What follows belongs to an exercise in optimizing a design on an open flow for small area; a production flow would make more cautious choices. In this exercise RTL edits were held to simulation tests only and were not proved equivalent to the original. No activity file was given, so power comes from the tool's default toggle rates.

[flow/design.v]
module isp_core (
    input  wire        clk,
    input  wire        rst,
    input  wire        tick_ms,
    input  wire        cmd_valid,
    output wire        cmd_ready,
    input  wire [31:0] cmd_word,
    output reg         rsp_valid,
    input  wire        rsp_ready,
    output reg  [31:0] rsp_word,
    input  wire [7:0]  sid,
    output wire        tp_open,
    input  wire        tp_open_ack,
    output wire        tp_close,
    input  wire        tp_close_ack,
    output wire        tx_valid,
    input  wire        tx_ready,
    output wire [7:0]  tx_data,
    output wire        tx_flush,
    input  wire        tx_flush_ack,
    input  wire [7:0]  rx_avail,
    output wire        rx_rd,
    input  wire        rx_done,
    input  wire        rx_valid,
    input  wire [7:0]  rx_data,
    output reg         busy,
    output reg         done,
    output wire [3:0]  phase_o
);
    localparam [7:0]  C_BEGIN        = 8'h02;
    localparam [7:0]  C_END          = 8'h03;
    localparam [7:0]  C_SYN          = 8'h16;
    localparam [7:0]  C_ACK          = 8'h06;
    localparam [7:0]  C_ERR          = 8'h15;
    localparam [7:0]  C_CMD_START    = 8'h10;
    localparam [7:0]  C_CMD_STOP     = 8'h11;
    localparam [7:0]  C_BAD_CMD      = 8'h21;
    localparam [7:0]  C_BAD_TARGET   = 8'h22;
    localparam [7:0]  C_BAD_DURATION = 8'h23;
    localparam [7:0]  C_EMPTY        = 8'h00;
    localparam [15:0] T_HS_WAIT      = 16'd100;
    localparam [15:0] T_HS_BACKOFF   = 16'd100;
    localparam [15:0] T_CMD_POLL     = 16'd100;
    localparam [15:0] T_CMD_BACKOFF  = 16'd500;
    localparam [15:0] T_CMD_DROP     = 16'd1500;
    localparam [3:0]  N_HS           = 4'd3;
    localparam [3:0]  N_CMD          = 4'd3;
    localparam [7:0]  HS_RX_THRESH   = 8'd1;
    localparam [7:0]  CMD_RX_THRESH  = 8'd7;
    localparam [3:0] P_IDLE       = 4'd0;
    localparam [3:0] HS_IDLE      = 4'd1;
    localparam [3:0] HS_SYNSENT   = 4'd2;
    localparam [3:0] HS_BACKOFF   = 4'd3;
    localparam [3:0] HS_ACKED     = 4'd4;
    localparam [3:0] HS_COMPLETE  = 4'd5;
    localparam [3:0] HS_FAILED    = 4'd6;
    localparam [3:0] CMD_SENT     = 4'd7;
    localparam [3:0] CMD_BACKOFF  = 4'd8;
    localparam [3:0] CMD_OK       = 4'd9;
    localparam [3:0] CMD_REJECTED = 4'd10;
    localparam [3:0] CMD_FAILED   = 4'd11;
    localparam [2:0] R_NONE = 3'd0, R_OK = 3'd1, R_HS_EXH = 3'd2,
                     R_CMD_EXH = 3'd3, R_REJECTED = 3'd4;
    localparam [2:0] E_NONE = 3'd0, E_TIMEOUT = 3'd1, E_TOO_SHORT = 3'd2,
                     E_BAD_BOUNDARY = 3'd3, E_CK_MISMATCH = 3'd4,
                     E_CONN_MISMATCH = 3'd5, E_TYPE_MISMATCH = 3'd6;
    localparam [1:0] DEC_NONE = 2'd0, DEC_OK = 2'd1, DEC_TOO_SHORT = 2'd2,
                     DEC_BAD_BOUNDARY = 2'd3;
    localparam [2:0] REF_ILLEGAL_OPCODE = 3'd1, REF_RESERVED_NONZERO = 3'd2,
                     REF_BAD_INDEX = 3'd3, REF_RX_FULL = 3'd4;
    localparam [7:0] OP_NOP = 8'h00, OP_CKCLR = 8'h01, OP_CKUPD = 8'h02,
                     OP_CKRD = 8'h03, OP_SETID = 8'h10, OP_ENC = 8'h11,
                     OP_RXCLR = 8'h12, OP_RXPUSH = 8'h13, OP_DEC7 = 8'h14,
                     OP_DEC8 = 8'h15, OP_TXRD = 8'h16, OP_RXRD = 8'h17,
                     OP_CMD = 8'h20, OP_START = 8'h21, OP_STOP = 8'h22,
                     OP_RD = 8'h30;
    localparam [6:0] X_SUMS = 7'h02, X_CONN = 7'h10, X_ENC = 7'h15,
                     X_TXRD = 7'h16, X_RXRD = 7'h17, X_STATUS = 7'h27,
                     X_RXLEN = 7'h30, X_DEC = 7'h31, X_ZERO = 7'h45;
    localparam [3:0] S_IDLE  = 4'd0,    
                     S_RSP   = 4'd1,    
                     S_CKE   = 4'd2,    
                     S_OPEN  = 4'd3,    
                     S_TX    = 4'd4,    
                     S_FLUSH = 4'd5,    
                     S_WAIT  = 4'd6,    
                     S_READ  = 4'd7,    
                     S_EVAL  = 4'd8,    
                     S_CLOSE = 4'd9,    
                     S_CK    = 4'd10;   
    function [7:0] add255;
        input [7:0] x;
        input [7:0] y;
        reg   [8:0] s;
        begin
            s = {1'b0, x} + {1'b0, y};
            add255 = s[7:0] + {7'd0, s[8] | (&s[7:0])};
        end
    endfunction
    reg [7:0]  sum1, sum2;
    reg [7:0]  conn_id, cmd_type, cmd_d1, cmd_d2;
    reg [15:0] exp_ck;
    reg [3:0]  phase;
    reg [1:0]  hs_att, cmd_att;
    reg [8:0]  timer;
    reg [2:0]  result;
    reg [7:0]  subcode;
    reg [2:0]  last_err;
    reg        txv;                      
    reg [7:0]  tb1, tb2, tb3, tb4;       
    reg [7:0]  tck1, tck2;               
    reg [7:0]  rxbuf [0:7];
    reg [3:0]  rx_len;
    reg [1:0]  dec_status;
    reg        dec8;
    reg [3:0]  st;
    reg [2:0]  ptr;
    reg [6:0]  ridx;
    reg        rref;
    wire       seen = (phase != P_IDLE);
    reg [7:0] txbyte;
    always @(*) begin
        case (ptr)
            3'd0: txbyte = txv ? C_BEGIN : 8'd0;
            3'd1: txbyte = tb1;
            3'd2: txbyte = tb2;
            3'd3: txbyte = tb3;
            3'd4: txbyte = tb4;
            3'd5: txbyte = tck2;
            3'd6: txbyte = tck1;
            default: txbyte = txv ? C_END : 8'd0;
        endcase
    end
    wire [7:0] rxbyte = rxbuf[ptr];
    assign phase_o   = phase;
    assign cmd_ready = (st == S_IDLE);
    assign tp_open   = (st == S_OPEN);
    assign tp_close  = (st == S_CLOSE);
    assign tx_valid  = (st == S_TX);
    assign tx_data   = txbyte;
    assign tx_flush  = (st == S_FLUSH);
    assign rx_rd     = (st == S_READ);
    always @(*) begin
        rsp_valid = (st == S_RSP);
        busy      = (st != S_IDLE) && (st != S_RSP);
        done      = !busy && seen;
    end
    wire [2:0] res_eff = result;
    wire [7:0] sub_eff = (result == R_REJECTED) ? subcode : 8'd0;
    wire       sub_known = (sub_eff == C_BAD_CMD) || (sub_eff == C_BAD_TARGET) ||
                           (sub_eff == C_BAD_DURATION);
    wire [30:0] status_word = {1'b0, seen, 2'b00, cmd_att, 2'b00, hs_att, 1'b0,
                               last_err, sub_eff, phase, sub_known, res_eff};
    wire [7:0] op = cmd_word[31:24];
    wire [7:0] fa = cmd_word[23:16];
    wire [7:0] fb = cmd_word[15:8];
    wire [7:0] fc = cmd_word[7:0];
    reg        op_known;
    reg        op_resv_ok;
    always @(*) begin
        op_known   = 1'b1;
        op_resv_ok = 1'b1;
        case (op)
            OP_NOP, OP_CKCLR, OP_CKRD, OP_RXCLR, OP_DEC7, OP_DEC8, OP_STOP:
                op_resv_ok = (cmd_word[23:0] == 24'd0);
            OP_CKUPD, OP_SETID, OP_RXPUSH, OP_TXRD, OP_RXRD, OP_RD:
                op_resv_ok = (cmd_word[15:0] == 16'd0);
            OP_START:
                op_resv_ok = (fa == 8'd0);
            OP_ENC, OP_CMD:
                op_resv_ok = 1'b1;
            default:
                op_known = 1'b0;
        endcase
    end
    reg rd_ok;
    always @(*) begin
        case (fa)
            8'h00, 8'h01, 8'h02,
            8'h10, 8'h11, 8'h12, 8'h13, 8'h14,
            8'h20, 8'h21, 8'h22, 8'h23, 8'h24, 8'h25, 8'h26, 8'h27,
            8'h30, 8'h31, 8'h32, 8'h33, 8'h34, 8'h35, 8'h36, 8'h37,
            8'h40, 8'h41, 8'h42, 8'h43, 8'h44, 8'h45, 8'h46, 8'h47,
            8'h48, 8'h49, 8'h4A,
            8'h50, 8'h51, 8'h52, 8'h53, 8'h54, 8'h55, 8'h56:
                rd_ok = 1'b1;
            default:
                rd_ok = 1'b0;
        endcase
    end
    wire dec_ok = (dec_status == DEC_OK);
    reg [30:0] rd_val;
    always @(*) begin
        rd_val = 31'd0;
        case (ridx)
            7'h00: rd_val = {23'd0, sum1};
            7'h01: rd_val = {23'd0, sum2};
            7'h02: rd_val = {15'd0, sum2, sum1};
            7'h10: rd_val = {23'd0, conn_id};
            7'h11: rd_val = {23'd0, seen ? cmd_type : 8'd0};
            7'h12: rd_val = {23'd0, seen ? cmd_d1 : 8'd0};
            7'h13: rd_val = {23'd0, seen ? cmd_d2 : 8'd0};
            7'h14: rd_val = {15'd0, seen ? exp_ck : 16'd0};
            7'h15: rd_val = {15'd0, tck2, tck1};
            7'h16: rd_val = {23'd0, txv ? txbyte : 8'd0};
            7'h17: rd_val = {23'd0, ({1'b0, ptr} < rx_len) ? rxbyte : 8'd0};
            7'h20: rd_val = {27'd0, phase};
            7'h21: rd_val = {28'd0, res_eff};
            7'h22: rd_val = {23'd0, sub_eff};
            7'h23: rd_val = {28'd0, last_err};
            7'h24: rd_val = {29'd0, hs_att};
            7'h25: rd_val = {29'd0, cmd_att};
            7'h26: rd_val = {22'd0, seen ? timer : 9'd0};
            7'h27: rd_val = status_word;
            7'h30: rd_val = {27'd0, rx_len};
            7'h31: rd_val = {29'd0, dec_status};
            7'h32, 7'h33, 7'h34, 7'h36, 7'h37:
                   rd_val = {23'd0, dec_ok ? rxbyte : 8'd0};
            7'h35: rd_val = {23'd0, (dec_ok && dec8) ? rxbyte : 8'd0};
            7'h40: rd_val = {23'd0, C_BEGIN};
            7'h41: rd_val = {23'd0, C_END};
            7'h42: rd_val = {23'd0, C_SYN};
            7'h43: rd_val = {23'd0, C_ACK};
            7'h44: rd_val = {23'd0, C_ERR};
            7'h45: rd_val = {23'd0, C_EMPTY};
            7'h46: rd_val = {23'd0, C_CMD_START};
            7'h47: rd_val = {23'd0, C_CMD_STOP};
            7'h48: rd_val = {23'd0, C_BAD_CMD};
            7'h49: rd_val = {23'd0, C_BAD_TARGET};
            7'h4A: rd_val = {23'd0, C_BAD_DURATION};
            7'h50: rd_val = {15'd0, T_HS_WAIT};
            7'h51: rd_val = {15'd0, T_HS_BACKOFF};
            7'h52: rd_val = {15'd0, T_CMD_POLL};
            7'h53: rd_val = {15'd0, T_CMD_BACKOFF};
            7'h54: rd_val = {15'd0, T_CMD_DROP};
            7'h55: rd_val = {27'd0, N_HS};
            7'h56: rd_val = {27'd0, N_CMD};
            default: rd_val = 31'd0;
        endcase
    end
    always @(*) begin
        if (rref) rsp_word = {1'b1, 28'd0, ridx[2:0]};
        else      rsp_word = {1'b0, rd_val};
    end
    wire [2:0] dec_ptr = (fa[2:1] == 2'b11 && !dec8) ? fa[2:0] - 3'd2 : fa[2:0] - 3'd1;
    wire       ck_frame = (st == S_CK) || (st == S_CKE);
    wire [7:0] ck_s1 = ck_frame ? tck1 : sum1;
    wire [7:0] ck_s2 = ck_frame ? tck2 : sum2;
    wire [7:0] ck_b  = ck_frame ? txbyte : fa;
    wire [7:0] ck_n1 = add255(ck_s1, ck_b);
    wire [7:0] ck_n2 = add255(ck_s2, ck_n1);
    wire [1:0] d7_status = (rx_len < 4'd7) ? DEC_TOO_SHORT :
                           (rxbuf[0] != C_BEGIN || rxbuf[6] != C_END) ? DEC_BAD_BOUNDARY :
                           DEC_OK;
    wire [1:0] d8_status = (rx_len < 4'd8) ? DEC_TOO_SHORT :
                           (rxbuf[0] != C_BEGIN || rxbuf[7] != C_END) ? DEC_BAD_BOUNDARY :
                           DEC_OK;
    wire ck_match = (rxbuf[4] == tck1) && (rxbuf[5] == tck2);
    reg  [2:0] hs_err;
    reg  [2:0] cmd_err;
    always @(*) begin
        if (d7_status == DEC_TOO_SHORT)           hs_err = E_TOO_SHORT;
        else if (d7_status == DEC_BAD_BOUNDARY)   hs_err = E_BAD_BOUNDARY;
        else if (rxbuf[1] != conn_id)             hs_err = E_CONN_MISMATCH;
        else if (rxbuf[2] != C_SYN)               hs_err = E_TYPE_MISMATCH;
        else if (rxbuf[3] != C_ACK)               hs_err = E_TYPE_MISMATCH;
        else if (!ck_match)                       hs_err = E_CK_MISMATCH;
        else                                      hs_err = E_NONE;
        if (d7_status == DEC_TOO_SHORT)           cmd_err = E_TOO_SHORT;
        else if (d7_status == DEC_BAD_BOUNDARY)   cmd_err = E_BAD_BOUNDARY;
        else if (rxbuf[1] != conn_id)             cmd_err = E_CONN_MISMATCH;
        else if (rxbuf[2] != C_ACK && rxbuf[2] != C_ERR)
                                                  cmd_err = E_TYPE_MISMATCH;
        else if (!ck_match)                       cmd_err = E_CK_MISMATCH;
        else                                      cmd_err = E_NONE;
    end
    wire in_rx_wait = (phase == HS_SYNSENT) || (phase == CMD_SENT);
    wire rx_hit     = (phase == HS_SYNSENT) ? (rx_avail != 8'd0) : (rx_avail >= CMD_RX_THRESH);
    wire win_end    = (timer >= T_HS_WAIT[8:0]);    
    wire bo_end     = (phase == HS_BACKOFF) ? (timer >= T_HS_BACKOFF[8:0])
                                            : (timer >= T_CMD_BACKOFF[8:0]);
    wire accept = (st == S_IDLE) && cmd_valid && op_known && op_resv_ok;
    wire sess_acc = accept && (op == OP_CMD || op == OP_START || op == OP_STOP);
    always @(posedge clk) begin
        if (sess_acc) begin
            if (op == OP_START) begin
                cmd_type <= C_CMD_START; cmd_d1 <= fb; cmd_d2 <= fc;
            end else if (op == OP_STOP) begin
                cmd_type <= C_CMD_STOP; cmd_d1 <= C_EMPTY; cmd_d2 <= C_EMPTY;
            end else begin
                cmd_type <= fa; cmd_d1 <= fb; cmd_d2 <= fc;
            end
        end
        if (accept && op == OP_RXPUSH && rx_len != 4'd8)
            rxbuf[rx_len[2:0]] <= fa;
        else if (st == S_READ && !rx_done && rx_valid && rx_len != 4'd7)
            rxbuf[rx_len[2:0]] <= rx_data;
        if (st == S_FLUSH && tx_flush_ack)
            exp_ck <= {tck2, tck1};
        if (st == S_EVAL && phase != HS_SYNSENT)
            subcode <= rxbuf[3];
    end
    always @(posedge clk) begin
        if (rst) begin
            sum1 <= 8'd0; sum2 <= 8'd0;
            conn_id <= 8'd0;
            phase <= P_IDLE;
            hs_att <= 2'd0; cmd_att <= 2'd0;
            result <= R_NONE;
            last_err <= E_NONE;
            txv <= 1'b0;
            rx_len <= 4'd0;
            dec_status <= DEC_NONE;
            st <= S_IDLE;
        end else begin
            case (st)
            S_IDLE: if (cmd_valid) begin
                st <= S_RSP;
                rref <= 1'b0;
                if (!op_known) begin
                    rref <= 1'b1; ridx <= {4'd0, REF_ILLEGAL_OPCODE};
                end else if (!op_resv_ok) begin
                    rref <= 1'b1; ridx <= {4'd0, REF_RESERVED_NONZERO};
                end else begin
                    case (op)
                    OP_NOP: ridx <= X_STATUS;
                    OP_CKCLR: begin
                        sum1 <= 8'd0; sum2 <= 8'd0;
                        ridx <= X_ZERO;
                    end
                    OP_CKUPD: begin
                        sum1 <= ck_n1; sum2 <= ck_n2;
                        ridx <= X_SUMS;
                    end
                    OP_CKRD: ridx <= X_SUMS;
                    OP_SETID: begin
                        conn_id <= fa;
                        ridx <= X_CONN;
                    end
                    OP_ENC: begin
                        tb1 <= conn_id; tb2 <= fa; tb3 <= fb; tb4 <= fc;
                        tck1 <= 8'd0; tck2 <= 8'd0;
                        txv <= 1'b1;
                        ptr <= 3'd1;
                        ridx <= X_ENC;
                        st <= S_CKE;
                    end
                    OP_RXCLR: begin
                        rx_len <= 4'd0;
                        dec_status <= DEC_NONE;
                        ridx <= X_ZERO;
                    end
                    OP_RXPUSH: begin
                        if (rx_len == 4'd8) begin
                            rref <= 1'b1; ridx <= {4'd0, REF_RX_FULL};
                        end else begin
                            rx_len <= rx_len + 4'd1;
                            ridx <= X_RXLEN;
                        end
                    end
                    OP_DEC7: begin
                        dec_status <= d7_status; dec8 <= 1'b0;
                        ridx <= X_DEC;
                    end
                    OP_DEC8: begin
                        dec_status <= d8_status; dec8 <= 1'b1;
                        ridx <= X_DEC;
                    end
                    OP_TXRD, OP_RXRD: begin
                        ptr <= fa[2:0];
                        if (fa > 8'd7) begin
                            rref <= 1'b1; ridx <= {4'd0, REF_BAD_INDEX};
                        end else begin
                            ridx <= (op == OP_TXRD) ? X_TXRD : X_RXRD;
                        end
                    end
                    OP_RD: begin
                        ptr <= dec_ptr;
                        if (!rd_ok) begin
                            rref <= 1'b1; ridx <= {4'd0, REF_BAD_INDEX};
                        end else begin
                            ridx <= fa[6:0];
                        end
                    end
                    default: begin
                        st <= S_OPEN;
                        conn_id <= sid;
                        hs_att <= 2'd0; cmd_att <= 2'd0;
                        result <= R_NONE;
                        last_err <= E_NONE;
                        rx_len <= 4'd0;
                        dec_status <= DEC_NONE;
                    end
                    endcase
                end
            end
            S_RSP: if (rsp_ready) st <= S_IDLE;
            S_CKE, S_CK: begin
                tck1 <= ck_n1; tck2 <= ck_n2;
                ptr <= ptr + 3'd1;
                if (ptr == 3'd4) begin
                    if (st == S_CKE) begin
                        st <= S_RSP;
                    end else begin
                        ptr <= 3'd0;
                        st <= S_TX;
                    end
                end
            end
            S_OPEN: if (tp_open_ack) begin
                phase <= HS_IDLE;
                tb1 <= conn_id; tb2 <= C_SYN; tb3 <= C_EMPTY; tb4 <= C_EMPTY;
                tck1 <= 8'd0; tck2 <= 8'd0;
                txv <= 1'b1;
                ptr <= 3'd1;
                st <= S_CK;
            end
            S_TX: if (tx_ready) begin
                ptr <= ptr + 3'd1;
                if (ptr == 3'd7)
                    st <= S_FLUSH;
            end
            S_FLUSH: if (tx_flush_ack) begin
                case (phase)
                HS_IDLE: begin
                    hs_att <= hs_att + 2'd1;
                    phase <= HS_SYNSENT;
                    timer <= 9'd0;
                    st <= S_WAIT;
                end
                HS_ACKED: begin
                    phase <= HS_COMPLETE;
                    tb2 <= cmd_type; tb3 <= cmd_d1; tb4 <= cmd_d2;
                    tck1 <= 8'd0; tck2 <= 8'd0;
                    ptr <= 3'd1;
                    st <= S_CK;
                end
                default: begin
                    cmd_att <= cmd_att + 2'd1;
                    phase <= CMD_SENT;
                    timer <= 9'd0;
                    st <= S_WAIT;
                end
                endcase
            end
            S_WAIT: begin
                if (in_rx_wait) begin
                    if (rx_hit || (win_end && rx_avail != 8'd0)) begin
                        rx_len <= 4'd0;
                        st <= S_READ;
                    end else if (win_end) begin
                        last_err <= E_TIMEOUT;
                        if (phase == HS_SYNSENT) begin
                            if (hs_att == N_HS[1:0]) begin
                                phase <= HS_FAILED;
                                result <= R_HS_EXH;
                                st <= S_CLOSE;
                            end else begin
                                phase <= HS_BACKOFF;
                                timer <= 9'd0;
                            end
                        end else begin
                            if (cmd_att == N_CMD[1:0]) begin
                                phase <= CMD_FAILED;
                                result <= R_CMD_EXH;
                                st <= S_CLOSE;
                            end else begin
                                phase <= CMD_BACKOFF;
                                timer <= 9'd0;
                            end
                        end
                    end else if (tick_ms) begin
                        timer <= timer + 9'd1;
                    end
                end else if (bo_end) begin
                    if (phase == HS_BACKOFF) phase <= HS_IDLE;
                    ptr <= 3'd0;
                    st <= S_TX;
                end else if (tick_ms) begin
                    timer <= timer + 9'd1;
                end
            end
            S_READ: begin
                if (rx_done) begin
                    st <= S_EVAL;
                end else if (rx_valid && rx_len != 4'd7) begin
                    rx_len <= rx_len + 4'd1;
                end
            end
            S_EVAL: begin
                dec_status <= d7_status; dec8 <= 1'b0;
                if (phase == HS_SYNSENT) begin
                    if (hs_err == E_NONE) begin
                        phase <= HS_ACKED;
                        tb2 <= C_ACK; tb3 <= C_EMPTY; tb4 <= C_EMPTY;
                        tck1 <= 8'd0; tck2 <= 8'd0;
                        ptr <= 3'd1;
                        st <= S_CK;
                    end else begin
                        last_err <= hs_err;
                        if (hs_att == N_HS[1:0]) begin
                            phase <= HS_FAILED;
                            result <= R_HS_EXH;
                            st <= S_CLOSE;
                        end else begin
                            phase <= HS_BACKOFF;
                            timer <= 9'd0;
                            st <= S_WAIT;
                        end
                    end
                end else begin
                    if (cmd_err == E_NONE) begin
                        if (rxbuf[2] == C_ACK) begin
                            phase <= CMD_OK;
                            result <= R_OK;
                        end else begin
                            phase <= CMD_REJECTED;
                            result <= R_REJECTED;
                        end
                        st <= S_CLOSE;
                    end else begin
                        last_err <= cmd_err;
                        if (cmd_att == N_CMD[1:0]) begin
                            phase <= CMD_FAILED;
                            result <= R_CMD_EXH;
                            st <= S_CLOSE;
                        end else begin
                            phase <= CMD_BACKOFF;
                            timer <= 9'd0;
                            st <= S_WAIT;
                        end
                    end
                end
            end
            S_CLOSE: if (tp_close_ack) begin
                rref <= 1'b0;
                ridx <= X_STATUS;
                st <= S_RSP;
            end
            default: st <= S_IDLE;
            endcase
        end
    end
endmodule
[flow/run.sh]
#!/bin/bash
# synth_recipe.tcl (not shown) runs the flow's synth.tcl, then flattens the netlist and writes it again
# the make line also repeats each setting of config.mk as NAME=value (left out here)
make -C /OpenROAD-flow-scripts/flow DESIGN_CONFIG=/design/flow/config.mk WORK_HOME=/design/flow/orfs CLKGATE_MAP_FILE= SYNTH_SCRIPT=/design/flow/synth_recipe.tcl finish
[flow/config.mk]
export PLATFORM = sky130hd
export DESIGN_NAME = isp_core
export DESIGN_NICKNAME = isp_core
export VERILOG_FILES = /design/flow/design.v
export SDC_FILE = /design/flow/constraint.sdc
export NUM_CORES = 4
export LEC_CHECK = 0
export CAP_MARGIN = 20
export CORE_MARGIN = 2
export CORE_UTILIZATION = 40
export SLEW_MARGIN = 20
[flow/constraint.sdc]
create_clock -name core_clock -period 16.0 [get_ports {clk}]
set_input_delay 3.2000 -clock core_clock [delete_from_list [all_inputs] [get_ports {clk}]]
set_output_delay 3.2000 -clock core_clock [all_outputs]
set_load 0.01 [all_outputs]
==> results.py <==
metrics = {
    "run_status": {
        "outcome": "no timing/DRC/antenna violations",
    },
    "synthesis": {
        "netlist_top_cells_area": "edfxtp_1 36%, dfxtp_1 6.8%, nand2_1 4.4%",
        "syn_avg_cell_area_sq_um": 9.61,
        "post_synth_inst_count": 1590,
        "synth_edf_count": 181,
        "post-synth-top-area-cell": "edfxtp_1",
        "synth_xor_xnor_area_share": 0.0270,
        "postSynth.topFlopCell": "edfxtp_1",
        "largest_family_of_logic_cells_by_synthesized_area": "compound AO/OA/AOI/OAI gates",
        "yosysTopAreaCellShare": 0.356,
        "ys_ff_latch": 233,
        "yosys.cell_types.count": 101,
        "post_synth_fa_ha_maj_area_fraction": 0.0338,
        "synth-seq-area-share": 0.424,
        "synth_area_sq_um": 15300,
        "synth.mux.area_fraction": 0.0488,
        "postSynth.asyncResetShare": 0,
        "synth-compound-area-share": 0.211,
        "synth-simple-area-share": 0.209,
        "yosys_warnings": 1,
    },
    "worst_setup_path": {
        "worstPathRequired_ns": 16.31,
        "crit_path_max_fanout": 10,
        "rr_startpoint": "ptr[1]",
        "reg2reg_depth": 31,
        "regToRegEndpoint": "tck2[6]",
        "crit_top_cell": "ha_1",
        "timing.critical_path.arrival_ns": 9.56,
        "critPathMaxStageDelay_ns": 0.69,
        "worst-setup-path-type": "in2reg",
        "endpoint_kind": "flop",
        "ff2ff_setup_slack_ns": 7.80,
        "setup.worst_path.start_class": "input port",
        "cp_slowest_cell": "clkdlybuf4s50_1",
    },
    "grt": {
        "grt.met3_usage": 0.0373,
        "global_route.usage.met2": 0.496,
        "globalRouteTotalUtil": 0.311,
        "via_count_of_the_first_global_routing_pass": 13000,
        "total_congestion_overflow": 0,
        "antenna_found_initial": 1,
        "maximum_number_of_pins_on_one_net_before_global_route_repair": 56,
        "busiest_layer": "met2",
        "global_route_wire_length_before_repair_um": 89700,
        "grt.met1_usage": 0.438,
    },
    "floorplan": {
        "rows": 71,
        "die-width_um": 199,
        "floorplan.initialDensity": 0.405,
        "design.die.area_sq_um": 39800,
        "floorplan.core_area_sq_um": 37700,
        "die_h_um": 199,
        "io_pins": 120,
    },
    "job": {
        "drv_cap": 0,
    },
    "timing": {
        "minimum_period_implied_by_the_final_worst_setup_slack_ns": 9.25,
        "final_critical_path_setup_slack_ns": 6.75,
        "skew_ns": 0.0124,
        "final.setup.tns_ns": 0,
        "timing.hold.ws_ns": 0.488,
        "part_of_the_cycle_the_worst_path_needs": 0.578,
        "max_clock_freq_mhz": 108,
        "setup_viol": 0,
        "hold_viol": 0,
        "setup_repair_after_global_routing_missed_its_margin": "no",
        "maxSlewViolCount": 0,
        "worst_slew_margin_relative_to_its_limit": 0.179,
        "worst_slew_pin_slew_ns": 1.23,
    },
    "finish": {
        "layout.cells.most_common": "edfxtp_1",
        "commonest_cells_after_routing_fill_and_taps_aside": "181 x edfxtp_1, 179 x nand2_1, 122 x nor2_1",
        "fillers": 3685,
        "share_of_post_route_cells_with_drive_strength_above_1": 0.108,
        "layout.nets": 1768,
        "number_of_flip_flops_under_the_largest_register_name": 64,
        "final_cells": 2193,
        "area_growth_pct": 15.9,
    },
    "worst_hold_path": {
        "worstHoldPathCells": 0,
        "worst_hold_startpoint": "rxbuf[3][4]",
        "worstHoldEndpoint": "subcode[4]",
        "hold_wc_path_type": "reg2reg",
    },
    "drt": {
        "routed-via-count": 14000,
        "count_of_routing_violations_after_the_opening_detailed_route_iteration": 1822,
        "ant_nets": 0,
        "detail_route.wirelength_um": 61800,
        "detail_route.first_pass.iterations": 6,
        "post-route-drc-count": 0,
        "wl_per_cell_um": 28.2,
        "post_drt_via_cell_ratio": 6.39,
    },
    "placement": {
        "port_buffer_count": 112,
        "placed_cells": 2144,
        "preCtsSetupSlack_ns": 6.24,
        "routabilityCongestion": 1.03,
        "hpwlAfterDp_um": 47200,
    },
    "pwr": {
        "switchingPower_mw": 0.379,
        "power.ir.vdd_worst_mv": 0.0765,
        "power_frac_seq": 0.465,
        "cellInternalPower_mw": 1.06,
        "power_density_nw_per_um2": 81.6,
        "p_sw_frac": 0.262,
        "share_comb_of_total_power": 0.113,
        "static-leakage-power_nw": 6.05,
        "p_clk_frac": 0.422,
    },
    "cts": {
        "ctsHoldBuffers": 0,
        "clk_latency_ns": 0.55,
        "cts_tree": "done",
        "cts.htree.levels": 1,
        "cts.path.max_buffers": 3,
        "tritoncts.num_buffers": 26,
        "cts_resized": 0,
        "clk_transition_reported_paths_ns": 0.06,
        "cts.root.buffer_cell": "clkbuf_16",
        "cts_setup_buffers": 0,
        "cts_num_sinks": 233,
    },
}
==> critical path: cells and delay by family <==
kind            cells  cell delay (ns)
fa+ha+maj           7             1.82
compound gates      9             1.79
simple gates       10             1.54
buf+inv             1             0.69
xor+xnor            2             0.52
==> stage by stage <==
stage          instance area (sq um)  utilization  power [mW]
6_report                       17700        0.470        1.44
3_5_place_dp                   16800        0.447       0.843
5_1_grt                        17700        0.470        1.48
4_1_cts                        17700        0.470        1.45
3_3_place_gp                   16800        0.447       0.842
2_1_floorplan                  15300            -       0.774
==> metal layers <==
layer,share of wire,up-vias
met2,0.45,798
met5,0,-
li1,-,6201
met3,0.082,134
met4,0.039,0
met1,0.43,6871
==> Yosys cell counts, types with 9 or more instances <==
cell type  number
nand3_1        27
clkbuf_1       68
o31ai_1        13
a22o_1         26
nor3_1         55
buf_4          11
buf_2          22
inv_1          49
nor4_1         19
a22oi_1        30
nor2_1        124
nor2b_1        26
a211oi_1       27
a222oi_1       18
dfxtp_1        52
mux4_2         16
a22oi_2        12
a221oi_1       22
nand2b_1       23
and2_1         44
or3_1          18
and3_1         10
o21ai_0        75
a21oi_1        94
nand2_1       179
xnor2_1        10
nand4_1        20
xor2_1         37
o211ai_1       10
mux2_2         24
o22ai_1        12
a21o_1          9
a31oi_1        13
ha_1           38
edfxtp_1      181
==> power by group through the flow <==
stage / sequential [mW] / combinational (mW) / clock, mW
after floorplan: 0.673 / 0.101 / 0
after global placement: 0.684 / 0.158 / 0
after detailed placement: 0.684 / 0.159 / 0
after CTS: 0.671 / 0.160 / 0.615
after global routing: 0.672 / 0.174 / 0.635
final: 0.672 / 0.163 / 0.609
==> worst max path at each step <==
stage	startpoint	to	slack [ns]	cells past startpoint
global placement	cmd_word[16]	tck2[6]	6.34	27
CTS	cmd_word[16]	tck2[6]	6.82	29
detailed placement	cmd_word[16]	tck2[6]	6.24	29
floorplan	cmd_word[16]	tck2[6]	7.53	27
finish	cmd_word[16]	tck2[6]	6.75	29
global route	cmd_word[16]	tck2[6]	6.15	29
==> cells by family after synthesis <==
group                      after synthesis
and+or+nand+nor                        612
muxes                                   50
adders and majority gates               40
buffers and inverters                  161
AOI/OAI and AO/OA                      446
xor gates and xnor gates                47
DFF                                    233
other                                    1
==> area by class of cell <==
cell class	count	area, sq um	area share
multi-input cells	1202	8150	0.460
well taps	511	639	0.0361
repair buffers	149	1400	0.0790
inverters	49	184	0.0104
clock buffers	34	701	0.0396
clock inverters	14	151	0.00855
flip-flops and latches	233	6480	0.366
diodes	1	2.50	0.000141

## static timing again, ports no longer ideal
The flow's constraints put no driver on any port. The routed layout listed below was extracted and timed again, unchanged, in two steps. Step 1, drivers: a clkbuf_16 drives clk and a buf_2 each remaining input, both assumed. Step 2 also shifts input and output timing later by t, the mid clock arrival at the registers, as if the neighbouring blocks saw the same clock. Three values: ideal, step 1, step 2; two values: the first two.
shift t [ns]: 0.603
setup slack, ns: 6.752 / 6.785 / 6.182
worst hold slack (ns): 0.488 / 0.488 / 0.488
clock arrival spread, ns: 0.012 / 0.012
After both steps this run still meets setup and hold. The setup slack of this run moves by +0.033 ns with the drivers and by -0.570 ns with both steps.
